From an optimization exercise on the open Yosys and OpenROAD flow, aimed at small area; shortcuts taken in it are not production practice.
The RTL was checked by simulation tests, not by an equivalence proof against the original design.
Power figures rest on the tool's default switching activity, not on a simulated workload.

// r30x_engine
module r30x_engine (
    input  wire         clk,
    input  wire         rst,
    input  wire         cmd_valid,
    output wire         cmd_ready,
    input  wire [8:0]   cmd_op,
    input  wire [7:0]   cmd_buf,
    input  wire [15:0]  cmd_page,
    input  wire [15:0]  cmd_start,
    input  wire [15:0]  cmd_count,
    input  wire [31:0]  cmd_word,
    input  wire [7:0]   cmd_num,
    input  wire [7:0]   cmd_content,
    input  wire [7:0]   cmd_code,
    input  wire [8:0]   cmd_dlen,
    input  wire         din_valid,
    output wire         din_ready,
    input  wire [7:0]   din_data,
    output wire         rsp_valid,
    input  wire         rsp_take,
    output reg  [3:0]   rsp_result,
    output wire [8:0]   rsp_op,
    output wire [7:0]   rsp_status,
    output reg          rsp_has_status,
    output reg  [31:0]  rsp_value,
    output wire [31:0]  rsp_addr,
    output wire [3:0]   rsp_enr_state,
    output wire [4:0]   rsp_data_len,
    output wire [159:0] rsp_data,
    output reg  [15:0]  p_status_reg,
    output reg  [15:0]  p_sys_id,
    output reg  [15:0]  p_lib_size,
    output reg  [15:0]  p_sec_level,
    output reg  [31:0]  p_dev_addr,
    output reg  [15:0]  p_pkt_size,
    output reg  [15:0]  p_baud,
    output wire         tx_valid,
    input  wire         tx_ready,
    output wire [7:0]   tx_data,
    output wire         tx_last,
    output wire         tx_write,
    input  wire         rx_valid,
    input  wire [7:0]   rx_data,
    input  wire         rx_last,
    input  wire         ev_timeout,
    input  wire         ev_tpclosed,
    input  wire         ev_delay_elapsed,
    input  wire         ev_cancel,
    output reg          close_evt,
    output reg          delay_start
);
For scale: roughly 560 I/O pins.
clock: 45.0 ns
lec_check: 0
cap_margin: 20
core_margin: 2
core_utilization: 45
slew_margin: 20
standard.sh (not shown) runs the stock make flow with config.mk's settings and CLKGATE_MAP_FILE= SYNTH_SCRIPT=/design/flow/synth_recipe.tcl, a recipe that flattens the netlist after the stock synthesis.
==> flow/flow/run.sh <==
#!/bin/bash
# Layout flow: the standard synthesis, then its combinational logic mapped
# again by ABC for area (flip-flops untouched, see resyn.py), then the
# standard ORFS flow from floorplan on, with
#  - port buffers of buf_1 instead of the default clkdlybuf4s50_1
#  - a clock tree of clkbuf_4/clkbuf_8 with sink clusters of up to 16, no dummy loads
# Each tool's output goes to a log of its own in this folder.
set -euo pipefail
KNOBS=(
  "BUFFER_PORTS_ARGS=-buffer_cell sky130_fd_sc_hd__buf_1"
  "CTS_ARGS=-sink_clustering_enable -repair_clock_nets -dont_use_dummy_load -sink_clustering_size 16 -sink_clustering_max_diameter 50 -buf_list {sky130_fd_sc_hd__clkbuf_4 sky130_fd_sc_hd__clkbuf_8}"
)
bash standard.sh "${KNOBS[@]}" synth > synth_flow.log 2>&1

R="$PWD/orfs/results/$FLOW_PLATFORM/r30x_engine/base"
YOSYS="$FLOW_HOME/../tools/install/yosys/bin/yosys"
[[ -x "$YOSYS" ]] || YOSYS=yosys
cp "$R/1_2_yosys.v" 1_2_yosys_standard.v
if python3 flow/resyn.py \
    "$FLOW_HOME/platforms/$FLOW_PLATFORM/lib/sky130_fd_sc_hd__tt_025C_1v80.lib" \
    "$FLOW_HOME/platforms/$FLOW_PLATFORM/config.mk" \
    1_2_yosys_standard.v "$PWD/1_2_yosys_resyn.v" "$PWD/resyn" "$PWD/flow/area.script" "$YOSYS" \
    > resyn.log 2>&1; then
  cp 1_2_yosys_resyn.v "$R/1_2_yosys.v"
  rm -f "$R/1_synth.odb" "$R/1_synth.sdc"
fi

bash standard.sh "${KNOBS[@]}" finish > standard_flow.log 2>&1
Other scripts of this flow, unchanged in this note and not shown: flow/flow/area.script, flow/flow/resyn.py
==> next run, changes <==
--- a/flow/design.v
+++ b/flow/design.v
@@ -147,14 +147,14 @@
     wire seq_issue   = enr_active && (st == S_IDLE) && (enr_state != E_DELAY);
     wire host_accept = cmd_valid && cmd_ready;
     assign cmd_ready      = (st == S_IDLE) && !enr_active;
     assign rsp_valid      = (st == S_RESP);
     assign rsp_op         = cur_op;
     assign rsp_enr_state  = enr_state;
-    assign rsp_status     = stat;        
-    assign rsp_addr       = addr_r;      
+    assign rsp_status     = stat & {8{rsp_has_status}};
+    assign rsp_addr       = addr_r & {32{rsp_has_status}};
     assign rsp_data_len   = (vsel == V_DATA) ? (idx[4:0] - 5'd12) : 5'd0;
     always @(*) begin
         case (vsel)
             V_ONE:   rsp_value = 32'd1;
             V_STAT:  rsp_value = {24'd0, stat};
             V_HALF:  rsp_value = {16'd0, vhi, vlo};
@@ -248,19 +248,31 @@
         if (strobe) begin
             if (idx != 6'd33)
                 idx <= idx + 6'd1;
         end
         if (rstrobe) begin
             if (idx == 6'd0) cks_ok <= 1'b0;
+            if (idx == 6'd2) addr_r[31:24] <= rx_data;
+            if (idx == 6'd3) addr_r[23:16] <= rx_data;
+            if (idx == 6'd4) addr_r[15:8]  <= rx_data;
+            if (idx == 6'd5) addr_r[7:0]   <= rx_data;
+            if (idx == 6'd9) stat <= rx_data;
             if (idx_m8 == {2'b0, len_lo})
                 cks_ok <= (rx_data == acc) && !len_hi && (len_lo >= 5'd3) && hdr_ok;
         end
         if (st == S_IDLE)
             idx <= 6'd0;
         if (sending && tx_ready && f_last)
             idx <= 6'd0;
+        if (st == S_IDLE && cmd_valid && cmd_ready && cmd_op == OP_CFG_READ) begin
+            case (cmd_num)
+                8'd1:    stat <= {7'd0, policy};
+                8'd3:    stat <= {4'd0, enr_state};
+                default: stat <= {6'd0, mb_full, closed};
+            endcase
+        end
     end
     wire ld_cmd  = (st == S_IDLE) && host_accept;
     wire ld_seq  = (st == S_IDLE) && !host_accept && seq_issue;
     wire data_op = (cur_op == OP_GETCHR) || (cur_op == OP_UPIMG) || (cur_op == OP_READSYS);
     wire v_op    = (cur_op == OP_TPLCNT) || (cur_op == OP_SEARCH) || (cur_op == OP_READSYS);
     wire srch    = (cur_op == OP_SEARCH);
@@ -300,20 +312,12 @@
             rdata[2] <= ld_w[23:16];
             rdata[3] <= ld_w[15:8];
             rdata[4] <= ld_w[7:0];
         end
         if (ld_seq)
             rdata[0] <= (enr_state == E_I2C2) ? 8'd2 : 8'd1;
-        if (ld_cmd && cmd_op == OP_CFG_READ) begin
-            rdata[14] <= 8'd0;
-            case (cmd_num)
-                8'd1:    rdata[15] <= {7'd0, policy};
-                8'd3:    rdata[15] <= {4'd0, enr_state};
-                default: rdata[15] <= {6'd0, mb_full, closed};
-            endcase
-        end
         if (dec)
             {rdata[3][0], rdata[4]} <= dleft - 9'd1;
         if (sending && idx == 6'd0)
             rdata[19][4:0] <= op_len(cur_op);
         if (rstrobe) begin
             if (idx == 6'd0) rdata[19][6] <= (rx_data == 8'hEF);
@@ -440,22 +444,12 @@
     always @(posedge clk) begin
         if (rst || cap_clr)
             enr_captures <= 32'd0;
         else
             enr_captures <= cap_next;
     end
-    wire addr_clr = (st == S_IDLE) || (st == S_DATA) || (st == S_DECODE && !d_has) ||
-                    (st == S_AWAIT && !reply_evt && (ev_tpclosed || ev_timeout));
-    wire [7:0] addr_in = rx_data & {8{rstrobe}};
-    always @(posedge clk) begin
-        if ((rstrobe && idx == 6'd2) || addr_clr) addr_r[31:24] <= addr_in;
-        if ((rstrobe && idx == 6'd3) || addr_clr) addr_r[23:16] <= addr_in;
-        if ((rstrobe && idx == 6'd4) || addr_clr) addr_r[15:8]  <= addr_in;
-        if ((rstrobe && idx == 6'd5) || addr_clr) addr_r[7:0]   <= addr_in;
-        if ((rstrobe && idx == 6'd9) || addr_clr) stat          <= addr_in;
-    end
     wire r_ok        = (rsp_result == R_SUCCESS);
     wire [2:0] s_done = enr_active ? S_SEQ : S_RESP;
     reg [8:0] seq_op;
     always @(*) begin
         case (enr_state)
             E_RESET:             seq_op = OP_RSTBUF;
@@ -495,16 +489,16 @@
         end
     end
     reg [2:0] cfg_vsel;
     always @(*) begin
         case (cmd_num)
             8'd0:    cfg_vsel = V_DEV;
-            8'd1:    cfg_vsel = V_HALF;
+            8'd1:    cfg_vsel = V_STAT;
             8'd2:    cfg_vsel = V_CAP;
-            8'd3:    cfg_vsel = V_HALF;
-            8'd4:    cfg_vsel = V_HALF;
+            8'd3:    cfg_vsel = V_STAT;
+            8'd4:    cfg_vsel = V_STAT;
             default: cfg_vsel = V_ZERO;
         endcase
     end
     always @(posedge clk) begin
         if (rst) begin
             st           <= S_IDLE;
Outcome: Die area rose slightly; flip-flop and latch count does not change; count of clock-buffer cells in the layout is unchanged; power fell by a little under a tenth; via count rose by a few percent; clock power is about the same; clock skew rose by 0.046 ns; core utilization rose by 0.51 points; routed wire length rose by a little under a tenth.

== v6 ==
Another version of the RTL of r30x_engine (not shown whole).
Size: roughly 510 flip-flops.
// r30x_engine
module r30x_engine (
    input  wire         clk,
    input  wire         rst,
    input  wire         cmd_valid,
    output wire         cmd_ready,
    input  wire [8:0]   cmd_op,
    input  wire [7:0]   cmd_buf,
    input  wire [15:0]  cmd_page,
    input  wire [15:0]  cmd_start,
    input  wire [15:0]  cmd_count,
    input  wire [31:0]  cmd_word,
    input  wire [7:0]   cmd_num,
    input  wire [7:0]   cmd_content,
    input  wire [7:0]   cmd_code,
    input  wire [8:0]   cmd_dlen,
    input  wire         din_valid,
    output wire         din_ready,
    input  wire [7:0]   din_data,
    output wire         rsp_valid,
    input  wire         rsp_take,
    output reg  [3:0]   rsp_result,
    output wire [8:0]   rsp_op,
    output wire [7:0]   rsp_status,
    output reg          rsp_has_status,
    output reg  [31:0]  rsp_value,
    output wire [31:0]  rsp_addr,
    output wire [3:0]   rsp_enr_state,
    output wire [4:0]   rsp_data_len,
    output wire [159:0] rsp_data,
    output reg  [15:0]  p_status_reg,
    output reg  [15:0]  p_sys_id,
    output reg  [15:0]  p_lib_size,
    output reg  [15:0]  p_sec_level,
    output reg  [31:0]  p_dev_addr,
    output reg  [15:0]  p_pkt_size,
    output reg  [15:0]  p_baud,
    output wire         tx_valid,
    input  wire         tx_ready,
    output wire [7:0]   tx_data,
    output wire         tx_last,
    output wire         tx_write,
    input  wire         rx_valid,
    input  wire [7:0]   rx_data,
    input  wire         rx_last,
    input  wire         ev_timeout,
    input  wire         ev_tpclosed,
    input  wire         ev_delay_elapsed,
    input  wire         ev_cancel,
    output reg          close_evt,
    output reg          delay_start
);
Settings: LEC_CHECK=0, CAP_MARGIN=20, CORE_MARGIN=2, CORE_UTILIZATION=45, SLEW_MARGIN=20; clock period 45.0 ns.
==> flow/flow/run.sh <==
#!/bin/bash
# Standard ORFS layout (the standard.sh) with two changes that only affect cell choice:
#  - port buffers use buf_1 instead of the default clkdlybuf4s50_1
#  - the clock tree uses clkbuf_4/clkbuf_8 with sink clusters of up to 16, without dummy loads
# The whole make output goes to standard_flow.log; ORFS keeps each step's log under orfs/logs.
set -euo pipefail
bash standard.sh \
  "BUFFER_PORTS_ARGS=-buffer_cell sky130_fd_sc_hd__buf_1" \
  "CTS_ARGS=-sink_clustering_enable -repair_clock_nets -dont_use_dummy_load -sink_clustering_size 16 -sink_clustering_max_diameter 50 -buf_list {sky130_fd_sc_hd__clkbuf_4 sky130_fd_sc_hd__clkbuf_8}" \
  finish > standard_flow.log 2>&1
v6 completed end to end with timing, DRC and antenna clean.
The following lists how v7 was set up differently from v6:
--- a/flow/design.v
+++ b/flow/design.v
@@ -259,24 +259,23 @@
             if (idx == 6'd10) begin
                 if (cur_op == OP_SEARCH) vlo <= sb; else vhi <= sb;
             end
             if (idx == 6'd11) begin
                 if (cur_op == OP_SEARCH) vhi <= sb; else vlo <= sb;
             end
             if (idx_m8 == {2'b0, len_lo})
                 cks_ok <= (sb == acc);
         end
-        if (st == S_IDLE) begin
-            idx <= 6'd0;
-            acc <= 8'd0;
-        end
-        if (sending && idx == 6'd0)
+        if (st == S_BUILD) begin
+            idx    <= 6'd0;
+            acc    <= 8'd0;
             len_lo <= op_len(cur_op);
+        end
         if (sending && tx_ready && f_last) begin
             idx <= 6'd0;
             acc <= 8'd0;
         end
         if (st == S_IDLE && cmd_valid && cmd_ready && cmd_op == OP_CFG_READ) begin
             case (cmd_num)
                 8'd1:    stat <= {7'd0, policy};
                 8'd3:    stat <= {4'd0, enr_state};
                 default: stat <= {6'd0, mb_full, closed};
@@ -517,54 +516,51 @@
                                     end
                                     st <= S_RESP;
                                 end
                                 OP_CFG_READ: begin
                                     rsp_result <= R_SUCCESS;
                                     vsel       <= cfg_vsel;
                                     st         <= S_RESP;
                                 end
                                 default: begin
-                                    if (closed) begin
-                                        rsp_result <= R_TRANSPORT_CLOSED;
-                                        st         <= S_RESP;
-                                    end else begin
-                                        mb_full <= 1'b0;
-                                        st      <= S_SEND;
-                                    end
+                                    st <= S_BUILD;
                                 end
                             endcase
                         end
                     end else if (seq_issue) begin
                         if (seq_capture && cancel_req) begin
                             cur_op         <= OP_ENROLL;
                             rsp_result     <= R_CANCELLED;
                             rsp_has_status <= 1'b0;
                             vsel           <= V_ZERO;
                             dflag          <= 1'b0;
                             st             <= S_RESP;
                         end else begin
                             if (seq_capture)
                                 enr_captures <= enr_captures + 32'd1;
                             cur_op <= seq_op;
                             opb    <= (enr_state == E_I2C2) ? 8'd2 : 8'd1;
-                            if (closed) begin
-                                rsp_result     <= R_TRANSPORT_CLOSED;
-                                rsp_has_status <= 1'b0;
-                                vsel           <= V_ZERO;
-                                dflag          <= 1'b0;
-                                st             <= S_SEQ;
-                            end else begin
-                                mb_full <= 1'b0;
-                                st      <= S_SEND;
-                            end
+                            st     <= S_BUILD;
                         end
                     end
                 end
+                S_BUILD: begin
+                    if (closed) begin
+                        rsp_result     <= R_TRANSPORT_CLOSED;
+                        rsp_has_status <= 1'b0;
+                        vsel           <= V_ZERO;
+                        dflag          <= 1'b0;
+                        st             <= s_done;
+                    end else begin
+                        mb_full <= 1'b0;
+                        st      <= S_SEND;
+                    end
+                end
                 S_SEND: begin
                     if (tx_ready && f_last)
                         st <= S_AWAIT;
                 end
                 S_AWAIT: begin
                     if (reply_evt) begin
                         st <= S_DECODE;
                     end else if (ev_tpclosed || ev_timeout) begin
                         rsp_result     <= ev_tpclosed ? R_TRANSPORT_CLOSED : R_TIMEOUT;
## What came out
v6 -> v7: die outline height flat
Taking v7 over v6, the total power ratio works out to 1.09.
[compare] base=v6 new=v7: total of clock buffers placed in the layout decreased by 3 relative to the old numbers; combinational cell fraction of total power increased by 7.2 points relative to the old numbers; setup slack of the critical path after layout decreased by 0.15 ns relative to the old numbers.
Of v7 and v6, it is v7 that has the higher internal power summed over all cells.
Relative to v6, synthesized area has increased by about 0.5% in v7.
As of v7, net switching power figure had risen by more than 10% compared to v6.
Min sequential share of layout area across v7 and v6: v7
v7 against v6: synthesized netlist net count lost about 7%; non-clock buffer count in the final layout went up 2.7%.

==> port drivers added, routing unchanged <==
The results above use ideal ports. As a check the final layouts listed here were re-extracted and re-timed, cells and wires unchanged. Step 1 sets driving cells, clkbuf_16 on the clock port and buf_2 on the other inputs (assumed; they add their load-dependent delay and slew). Step 2 times the ports against the registers' clock, not the clock port: input delays grow and output delays shrink by t, the midpoint of the rising clock arrivals with the driver on. Slacks: ideal ports / drivers / drivers and shift; pairs: ideal ports / drivers.
run	t (ns)	setup slack, ns	worst hold slack (ns)	worst setup path at the end
the first run of note 1	0.681	26.225 / 26.179 / 26.179	0.437 / 0.437 / 0.437	input to output
the second run of note 1	0.668	26.032 / 26.006 / 26.006	0.423 / 0.423 / 0.423	input to output
v6	0.699	26.555 / 26.532 / 26.532	0.451 / 0.451 / 0.451	input to output
v7	0.682	26.405 / 26.325 / 26.325	0.492 / 0.492 / 0.492	input to output
After both steps setup and hold are still met in every run listed. For v7, which loses most, drivers alone change the setup slack by -0.080 ns; drivers and shift together by -0.080 ns.
